From an optimization exercise on the open Yosys and OpenROAD flow, aimed at small area, a short achievable clock period and few clock cycles per item; shortcuts taken in it are not production practice. No activity file was given, so power comes from the tool's default toggle rates.

==> run E: inputs <==
Design gsm7_septet, start of the top module:
module gsm7_septet (
    input  wire        clk,
    input  wire        rst,           
    input  wire        cmd_valid,
    output wire        cmd_ready,
    input  wire [2:0]  cmd_op,
    input  wire [15:0] cmd_len,
    input  wire [7:0]  cmd_hdr_len,
    input  wire        in_valid,
    output wire        in_ready,
    input  wire [31:0] in_data,
    output wire        out_valid,
    input  wire        out_ready,
    output wire [7:0]  out_data,
    output wire        res_valid,
    input  wire        res_ready,
    output wire [7:0]  res_err,
    output wire [7:0]  res_count
);
export LEC_CHECK = 0
export CAP_MARGIN = 20
export CORE_MARGIN = 2
export CORE_UTILIZATION = 40
export SETUP_SLACK_MARGIN = 4
export SLEW_MARGIN = 20
create_clock -name core_clock -period 7.0 [get_ports {clk}]
standard.sh (not shown) runs the stock make flow with config.mk's settings and CLKGATE_MAP_FILE= SYNTH_SCRIPT=/design/flow/synth_recipe.tcl, a recipe that flattens the netlist after the stock synthesis.
==> flow/flow/run.sh <==
#!/bin/bash
# Standard layout, with plain buffers (not delay cells) on the ports.
set -euo pipefail
export BUFFER_PORTS_ARGS="-buffer_cell sky130_fd_sc_hd__buf_1"
bash standard.sh > standard.log 2>&1
==> inputs of run A, as changes to run E <==
--- a/flow/design.v
+++ b/flow/design.v
@@ -31,12 +31,13 @@
     reg         hexhi;       
     reg         skip;        
     reg  [4:0]  err;
     reg         sv;          
     reg  [7:0]  sq;          
     reg  [1:0]  sc;          
+    reg         slo;         
     reg  [14:0] acc;         
     reg  [3:0]  k;           
     reg  [7:0]  od;          
     reg  [3:0]  lo;          
     reg         ov;          
     reg         olo;         
@@ -61,19 +62,18 @@
         else if (op_pack & (|cmd_len[10:8]))           pf = 5'h19;
         else if (op_hdr & (cmd_hdr_len > 8'd6))        pf = 5'h17;
         else if (op_hdr & (cmd_len[10:0] > 11'd248))   pf = 5'h19;
         else                                           pf = 5'h00;
     end
     wire pf_any = |pf;
-    wire c_pack = (op_pack | op_hdr) & ~pf_any;
+    wire c_pack = op_pack | op_hdr;
     wire [7:0] len_byte = cmd_len[7:0] + {5'd0, op_hdr, op_hdr, op_hdr};
     wire hl_nz   = |hl;
     wire auto_st = pre & ~hl_nz;                     
     wire pre_bit = pre & cnt[2] & cnt[1];            
-    wire s_lo    = m_hex & (sc == 2'd0);             
-    wire move    = sv & (~k[3] | s_lo);              
+    wire move    = sv & (~k[3] | slo);               
     wire sfree   = ~sv | move;
     wire done_in = ~pre & ~more & ~sv;
     assign in_ready = (pre ? hl_nz : more) & (skip | sfree);
     wire fire  = in_valid & in_ready;
     wire st1   = auto_st ? (skip | sfree) : fire;    
     wire sload = st1 & ~skip;                        
@@ -134,91 +134,97 @@
     assign out_valid = ov;
     assign out_data  = od;
     assign res_valid = rv;
     assign res_err   = {3'd0, err};
     assign res_count = flt ? 8'd0 : cnt;
     assign cmd_ready = crdy;
+    wire take = ~busy & cmd_valid;
     always @(posedge clk) begin
         if (rst) begin
             busy <= 1'b0;
             crdy <= 1'b1;
             rv   <= 1'b0;
             ov   <= 1'b0;
             pre  <= 1'b0;
             more <= 1'b0;
             sv   <= 1'b0;
+        end else if (take) begin
+            busy <= 1'b1;
+            crdy <= 1'b0;
+            pre  <= op_hdr & ~pf_any;
+            more <= ~pf_any & (|cmd_len[10:0]);
+            sv   <= 1'b0;
+        end else if (busy) begin
+            if (fire & ~pre)
+                more <= (rem != 11'd1);
+            if (pre_bit & st1)
+                pre <= 1'b0;
+            if (sload)
+                sv <= 1'b1;
+            else if (move)
+                sv <= 1'b0;
+            if (ov & out_ready & ~(m_pack & ~olo))
+                ov <= 1'b0;
+            if (load)
+                ov <= 1'b1;
+            if (!rv && done_in && !left && ofree)
+                rv <= 1'b1;
+            if (rv && res_ready) begin
+                rv   <= 1'b0;
+                busy <= 1'b0;
+                crdy <= 1'b1;
+            end
+        end
+    end
+    always @(posedge clk) begin
+        if (!busy) begin
+            flt    <= pf_any;
+            m_pack <= c_pack;
+            m_hex  <= (cmd_op == 3'd2);
+            rem    <= cmd_len[10:0];
+            cnt    <= 8'd0;
+            hl     <= cmd_hdr_len[2:0];
+            hexhi  <= 1'b0;
+            skip   <= pf_any;
+            err    <= pf;
+            acc    <= {7'd0, len_byte & {8{c_pack}}};
+            k      <= {c_pack, 3'd0};
         end else begin
-            if (!busy) begin
-                if (cmd_valid) begin
-                    busy   <= 1'b1;
-                    crdy   <= 1'b0;
-                    flt    <= pf_any;
-                    m_pack <= c_pack;
-                    m_hex  <= (cmd_op == 3'd2);
-                    pre    <= op_hdr & ~pf_any;
-                    more   <= ~pf_any & (|cmd_len[10:0]);
-                    rem    <= cmd_len[10:0];
-                    cnt    <= 8'd0;
-                    hl     <= cmd_hdr_len[2:0];
-                    hexhi  <= 1'b0;
-                    skip   <= pf_any;
-                    err    <= pf;
-                    acc    <= {7'd0, len_byte & {8{c_pack}}};
-                    k      <= {c_pack, 3'd0};
+            if (fire & ~pre)
+                rem <= rem - 11'd1;
+            if (fire & pre) hl <= hl - 3'd1;
+            if (fire & ~skip & st_fault) begin
+                skip <= 1'b1;
+                flt  <= 1'b1;
+                err  <= st_err;
+            end
+            if (m_hex & fire) hexhi <= ~hexhi;
+            if (pre ? st1 : (sload & (m_pack | st_commit)))
+                cnt <= cnt + ((~m_pack & (cnt[2:0] == 3'd6)) ? 8'd2 : 8'd1);
+            if (sload & st_commit & (cnt == 8'd158))
+                skip <= 1'b1;                           
+            if (sload) begin
+                sq  <= sx;
+                sc  <= sw;
+                slo <= m_hex & hexhi;
+            end
+            if (ov & out_ready & m_pack & ~olo)
+                olo <= 1'b1;
+            if (load | (ov & out_ready & m_pack & ~olo))
+                od  <= m_pack ? hexc(load ? tot[7:4] : lo) : {1'b0, tot[6:0]};
+            if (load) begin
+                lo  <= tot[3:0];
+                olo <= 1'b0;
+                if (m_pack) begin
+                    acc <= {8'd0, tot[14:8]};
+                    k   <= kt[3] ? {1'b0, kt[2:0]} : 4'd0;
+                end else begin
+                    acc <= {7'd0, tot[14:7]};
+                    k   <= kt - 4'd7;
                 end
             end else begin
-                if (fire & ~pre) begin
-                    rem  <= rem - 11'd1;
-                    more <= (rem != 11'd1);
-                end
-                if (fire & pre) hl <= hl - 3'd1;
-                if (pre_bit & st1) pre <= 1'b0;
-                if (fire & ~skip & st_fault) begin
-                    skip <= 1'b1;
-                    flt  <= 1'b1;
-                    err  <= st_err;
-                end
-                if (m_hex & fire) hexhi <= ~hexhi;
-                if (pre ? st1 : (sload & (m_pack | st_commit)))
-                    cnt <= cnt + ((~m_pack & (cnt[2:0] == 3'd6)) ? 8'd2 : 8'd1);
-                if (sload & st_commit & (cnt == 8'd158))
-                    skip <= 1'b1;                           
-                if (sload) begin
-                    sv <= 1'b1;
-                    sq <= sx;
-                    sc <= sw;
-                end else if (move)
-                    sv <= 1'b0;
-                if (ov & out_ready) begin
-                    if (m_pack & ~olo) begin
-                        olo <= 1'b1;
-                        od  <= hexc(lo);
-                    end else
-                        ov  <= 1'b0;
-                end
-                if (load) begin
-                    od  <= m_pack ? hexc(tot[7:4]) : {1'b0, tot[6:0]};
-                    lo  <= tot[3:0];
-                    ov  <= 1'b1;
-                    olo <= 1'b0;
-                    if (m_pack) begin
-                        acc <= {8'd0, tot[14:8]};
-                        k   <= kt[3] ? {1'b0, kt[2:0]} : 4'd0;
-                    end else begin
-                        acc <= {7'd0, tot[14:7]};
-                        k   <= kt - 4'd7;
-                    end
-                end else begin
-                    acc <= tot;
-                    k   <= kt;
-                end
-                if (!rv && done_in && !left && ofree)
-                    rv <= 1'b1;
-                if (rv && res_ready) begin
-                    rv   <= 1'b0;
-                    busy <= 1'b0;
-                    crdy <= 1'b1;
-                end
+                acc <= tot;
+                k   <= kt;
             end
         end
     end
 endmodule
Settings changed: CORE_UTILIZATION 40 to 60, CTS_BUF_LIST from default to sky130_fd_sc_hd__clkbuf_8, SETUP_SLACK_MARGIN 4 to 3.8.
==> results by group <==
Run status
  – Status: timing/DRC/antenna clean

Detailed routing
  – Routed met3 length: 987 µm

Logic synthesis
  – Synth Area in XOR/XNOR: 0.03852
  – Post-synthesis adder-cell area fraction: 0.04593

Global routing
  – First-pass GRT wire length: 22.09 mm
  – Vias in the first global route: 4,497

Critical path
  – Slowest CP cell: dfxtp_1

Power
  – Clock group power: 0.356 mW

Die
  – Die X: 97.37 µm
  – Num rows: 34

Clock network
  – # Post-CTS Setup Buffers: 3
Source of the figures above: run A

==> results by group <==
Run status
  – Status: timing/DRC/antenna clean

Global routing
  – First-pass GRT wire length: 25.02 mm
  – Vias in the first global route: 4,960

STA
  – RSZ-0062 raised after global routing: true
  – Final Hold Vio Count: 0

Critical path
  – Slowest CP cell: or4_1

Power
  – Pwr Total: 1.269 mW
  – Clock group power: 0.466 mW

Die
  – Io pins: 93
  – Die X: 122.9 µm
  – Num rows: 43

Logic synthesis
  – Post-synthesis cell count: 606
  – Post-synthesis adder-cell area fraction: 0.04472

Clock network
  – # Post-CTS Setup Buffers: 10
  – Hold buffer count at cts: 0

Placed design
  – Pre-CTS setup slack: 3.425 ns

Detailed routing
  – Routed met3 length: 1.089 mm
Source of the figures above: run E

No functional check of the RTL was part of any run of this note.

-- port drivers added, routing unchanged --
Ports are ideal in the flow. The routed layouts listed here were re-timed in OpenROAD.
Step 1, drivers: a clkbuf_16 drives clk and a buf_2 each remaining input, both assumed.
Step 2, shift: input delay + t, output delay - t, t = (earliest + latest rising clock arrival at the registers) / 2. This alone moves slack from input paths to output paths.
Slacks: no drivers / after step 1 / after step 2; pairs: no drivers / after step 1.
run	shift t [ns]	setup WS [ns]	hold slack, ns	worst register clock-pin slew, ns
run E	0.391	3.991 / 4.001 / 3.618	0.518 / 0.518 / 0.518	0.06 / 0.06
run A	0.399	3.868 / 3.833 / 3.495	0.506 / 0.506 / 0.506	0.09 / 0.09
After both steps every run listed still meets setup and hold.
